Source: an optimization exercise on an open RTL-to-GDS flow (aim: small area). Production flows keep margins and buffers that such runs may drop.
In this exercise RTL edits were held to simulation tests only and were not proved equivalent to the original.
The flow treats the clock pin as an ideal source. Dropping or thinning the clock tree relies on that and would not hold on a real chip.
Power figures rest on the tool's default switching activity, not on a simulated workload.

## JK
// sdseq
module sdseq (
    input             clk,
    input             rst,           
    input             op_valid,
    output            op_ready,
    input      [7:0]  op_code,
    input      [63:0] op_arg,
    output reg        rsp_valid,
    output     [3:0]  rsp_err,
    output     [63:0] rsp_data,
    output reg        cmd_valid,
    output     [24:0] cmd_word,
    input             eng_done,
    output     [14:0] sdcr1,
    output     [14:0] sdcr2,
    output     [27:0] sdtr1,
    output     [27:0] sdtr2,
    output     [24:5] sdcmr,
    output     [13:1] sdrtr,
    output reg        busy,            
    output            clk_gate,
    output reg        handle_valid,
    output            handle_bank,
    output reg [2:0]  phase1,
    output reg [2:0]  phase2,
    output reg [1:0]  delay_ok,
    output reg        refresh_programmed,
    output     [1:0]  ready
);
==> flow/config.mk <==
export PLATFORM = sky130hd
export DESIGN_NAME = sdseq
export DESIGN_NICKNAME = sdseq
export VERILOG_FILES = /design/flow/design.v
export SDC_FILE = /design/flow/constraint.sdc
export NUM_CORES = 4
export LEC_CHECK = 0
export CAP_MARGIN = 20
export CORE_MARGIN = 2
export CORE_UTILIZATION = 30
export SLEW_MARGIN = 20
==> flow/constraint.sdc <==
create_clock -name core_clock -period 10.0 [get_ports {clk}]
set_input_delay 2.0000 -clock core_clock [delete_from_list [all_inputs] [get_ports {clk}]]
set_output_delay 2.0000 -clock core_clock [all_outputs]
set_load 0.01 [all_outputs]
standard.sh (not shown) runs the stock make flow with config.mk's settings and CLKGATE_MAP_FILE= SYNTH_SCRIPT=/design/flow/synth_recipe.tcl, a recipe that flattens the netlist after the stock synthesis.
==> flow/flow/run.sh <==
#!/bin/bash
# Standard ORFS layout (the standard.sh, standard synthesis unchanged)
# with three changes: every port still gets a buffer, but the smallest one
# (buf_1); the clock tree is a root buffer driving a few leaf buffers, one
# per cluster of nearby flip-flops (flow/lean_cts.tcl); and after CTS, cells
# on paths with slack to spare are downsized (flow/recover.tcl).  The full
# make output goes to standard.log; ORFS's per-step logs stay under orfs/logs.
export BUFFER_PORTS_ARGS="-buffer_cell sky130_fd_sc_hd__buf_1"
export PRE_CTS_TCL="$(pwd)/flow/lean_cts.tcl"
export POST_CTS_TCL="$(pwd)/flow/recover.tcl"
export LEAN_CTS_PORT=clk
export LEAN_CTS_ROOT=sky130_fd_sc_hd__clkbuf_8
export LEAN_CTS_LEAF=sky130_fd_sc_hd__clkbuf_16
export LEAN_CTS_PER_LEAF=24
bash standard.sh > standard.log 2>&1
Other scripts of this flow, unchanged in this note and not shown: flow/flow/lean_cts.tcl, flow/flow/recover.tcl
JK ran to completion and came out clean on the timing, design-rule and antenna checks.
Relative to JK, the following input files were edited for MS:
diff --git a/flow/design.v b/flow/design.v
--- a/flow/design.v
+++ b/flow/design.v
@@ -18,15 +18,15 @@
     output     [24:5] sdcmr,
     output     [13:1] sdrtr,
     output reg        busy,            
     output            clk_gate,
     output reg        handle_valid,
     output            handle_bank,
-    output reg [2:0]  phase1,
-    output reg [2:0]  phase2,
-    output reg [1:0]  delay_ok,
+    output     [2:0]  phase1,
+    output     [2:0]  phase2,
+    output     [1:0]  delay_ok,
     output reg        refresh_programmed,
     output     [1:0]  ready
 );
     wire op_mk    = op_code == 8'h10;
     wire op_cfg   = op_code == 8'h11;
     wire op_cmd   = op_code == 8'h20;
@@ -103,12 +103,13 @@
             assign in_r_t[g] = |op_arg[31:2*g-1];
         end
     endgenerate
     wire in_r = in_r_t[j];
     assign op_ready = view_go ? (align & !in_r) : j_last;
     wire acc = op_valid & op_ready;
+    wire upd = op_valid & j_last;
     always @(posedge clk) begin
         if (rst | !op_valid | acc | busy) begin
             i     <= 5'd0;
             j     <= 5'd0;
             align <= 1'b0;
         end else if (view_go & !align & j_last) begin
@@ -174,13 +175,13 @@
             hb    <= op_arg[55];
             crb_n <= ~{op_arg[50], op_arg[36:35], op_arg[54], op_arg[53:52],
                        op_arg[43:42] + 2'd1, op_arg[39:38]};
             crs_n <= ~{op_arg[49:48], op_arg[51], op_arg[47:46]};
             trv_n <= {4'd0 - t6[3:0], 4'd0 - t5[3:0], 4'd0 - t4[3:0], 4'd0 - t3[3:0],
                       4'd0 - t2[3:0], 4'd0 - t1[3:0], 4'd0 - t0[3:0]};
-        end else if (acc & op_swp)
+        end else if (upd & op_swp)
             crb_n[9] <= !op_arg[0];
     end
     wire sel1 = hv & !hb;
     wire sel2 = hv & hb;
     assign handle_bank = sel2;
     assign clk_gate    = hv;
@@ -193,13 +194,13 @@
             end else begin : g_zero
                 assign sdcr1[g] = !(crb_n[g] | !sel1);
                 assign sdcr2[g] = !(crb_n[g] | !sel2);
             end
         end
     endgenerate
-    assign sdcr1[14:10] = ~(crs_n | {5{!hv}});
+    assign sdcr1[14:10] = {~(crs_n[4:2] | {3{!hv}}), hv, !(crs_n[0] | !hv)};
     assign sdcr2[14:10] = 5'd0;
     localparam [27:0] SHARED = 28'h0F0F000;
     wire [27:0] m1 = ({28{sel1}} & ~SHARED) | ({28{hv}} & SHARED);
     wire [27:0] m2 = {28{sel2}} & ~SHARED;
     assign sdtr1 = ~(trv_n & m1);
     assign sdtr2 = ~(trv_n & m2);
@@ -207,51 +208,65 @@
     reg [15:0] mrd;
     reg [12:0] rtr;
     reg [4:0]  cw;
     assign sdcmr    = {mrd, nrfs};
     assign sdrtr    = rtr;
     assign cmd_word = {mrd, nrfs, cw};
-    wire ok1 = (phase1 == k_mode - 3'd1) & ((k_mode != 3'd2) | delay_ok[0]);
-    wire ok2 = (phase2 == k_mode - 3'd1) & ((k_mode != 3'd2) | delay_ok[1]);
-    assign ready[0] = sel1 & (phase1 == 3'd4) & refresh_programmed;
-    assign ready[1] = sel2 & (phase2 == 3'd4) & refresh_programmed;
+    reg [2:0] st1, st2;
+    function [3:0] st_out;               
+        input [2:0] st;
+        st_out = {st[2] & (!st[1] | st[0]), st[1] & !st[2], st[0] | (st[2] & st[1]),
+                  st[1] | (st[2] & !st[0])};
+    endfunction
+    assign {phase1, delay_ok[0]} = st_out(st1);
+    assign {phase2, delay_ok[1]} = st_out(st2);
+    function [2:0] st_next;
+        input [2:0] st;
+        input [2:0] m;
+        if ((m == 3'd1 && st == 3'd0) || (m == 3'd2 && st == 3'd6) ||
+            (m == 3'd3 && st == 3'd2) || (m == 3'd4 && st == 3'd3))
+            st_next = m;
+        else
+            st_next = {1'b1, st[1] | (st[2] & !st[0]), 1'b1};
+    endfunction
+    assign ready[0] = sel1 & (st1 == 3'd4) & refresh_programmed;
+    assign ready[1] = sel2 & (st2 == 3'd4) & refresh_programmed;
     always @(posedge clk) begin
         cw <= op_arg[4:0];
         if (rst) begin
             rsp_valid <= 1'b0;
             cmd_valid <= 1'b0;
             busy      <= 1'b0;
             handle_valid <= 1'b0;
             nrfs      <= 4'd0;
             mrd       <= 16'd0;
             rtr       <= 13'd0;
             refresh_programmed <= 1'b0;
-            phase1    <= 3'd0;
-            phase2    <= 3'd0;
-            delay_ok  <= 2'b00;
+            st1       <= 3'd0;
+            st2       <= 3'd0;
         end else begin
             rsp_valid <= (acc & !cmd_go) | (busy & eng_done);
-            cmd_valid <= acc & cmd_go;
-            busy      <= (acc & cmd_go) | (busy & !eng_done);
-            if (acc) begin
+            cmd_valid <= upd & cmd_go;
+            busy      <= (upd & cmd_go) | (busy & !eng_done);
+            if (upd) begin
                 if (cfg_go)
                     handle_valid <= 1'b1;
                 if (cmd_go) begin
                     nrfs <= op_arg[8:5];
                     mrd  <= op_arg[24:9];
-                    if (op_arg[4]) phase1 <= ok1 ? k_mode : 3'd5;
-                    if (op_arg[3]) phase2 <= ok2 ? k_mode : 3'd5;
+                    if (op_arg[4]) st1 <= st_next(st1, k_mode);
+                    if (op_arg[3]) st2 <= st_next(st2, k_mode);
                 end
                 if (nrfs_go)
                     nrfs <= op_arg[3:0];
                 if (rtr_go) begin
                     rtr <= op_arg[12:0];
                     refresh_programmed <= 1'b1;
                 end
                 if (op_delay & arg_nz) begin
-                    if (phase1 == 3'd1) delay_ok[0] <= 1'b1;
-                    if (phase2 == 3'd1) delay_ok[1] <= 1'b1;
+                    if (st1 == 3'd1) st1 <= 3'd6;
+                    if (st2 == 3'd1) st2 <= 3'd6;
                 end
             end
         end
     end
 endmodule
==> comparison <==
MS vs. JK: portion of the clock cycle consumed by the worst path in the final layout shows a reduction of 5.2 points; wire length after detailed routing shows a reduction of about 7%; design area shows a reduction of about 0.9%. Fmax: MS above JK. Between JK and MS, post-synthesis compound-gate area fraction is higher for JK, MS comes in under that. MS vs JK, relative contribution of combinational cells to total power went down by 0.4 points. Internal power contribution down 3.9% in MS wrt JK. MS vs. JK: count of nets after finishing fell about 0.65%, synthesized cell count fell 1.7%, count of flip-flops and latches fell 3. Between MS and JK, it is MS whose sequential share of the synthesized area is lower, by 0.23 points.
No run of this note takes its clock network from TritonCTS; it comes from the design's own scripts or RTL.

==> static timing again, ports no longer ideal <==
How much do the figures lean on ideal ports? The routed layouts below were timed once more, with nothing changed but the port constraints.
Step 1: set_driving_cell puts a clkbuf_16 on clk and a buf_2 on each other input, an assumption about the parent block.
Step 2, shift: input delay + t, output delay - t, t = (earliest + latest rising clock arrival at the registers) / 2. This alone moves slack from input paths to output paths.
Slacks: ideal / step 1 / step 2; pairs: ideal / step 1.
| run | t, ns | setup slack, ns | slew at the worst register clock pin (ns) | worst slew at a driven data input, ns | pins driven straight from the clock port |
|---|---|---|---|---|---|
| JK | 0.500 | 2.708 / 2.689 / 2.689 | 0.09 / 0.09 | 0.09 | 1 |
| MS | 0.459 | 3.229 / 3.203 / 3.203 | 0.10 / 0.10 | 0.07 | 1 |
After both steps setup and hold are still met in every run listed. For MS, which loses most, drivers alone change the setup slack by -0.026 ns; drivers and shift together by -0.026 ns.
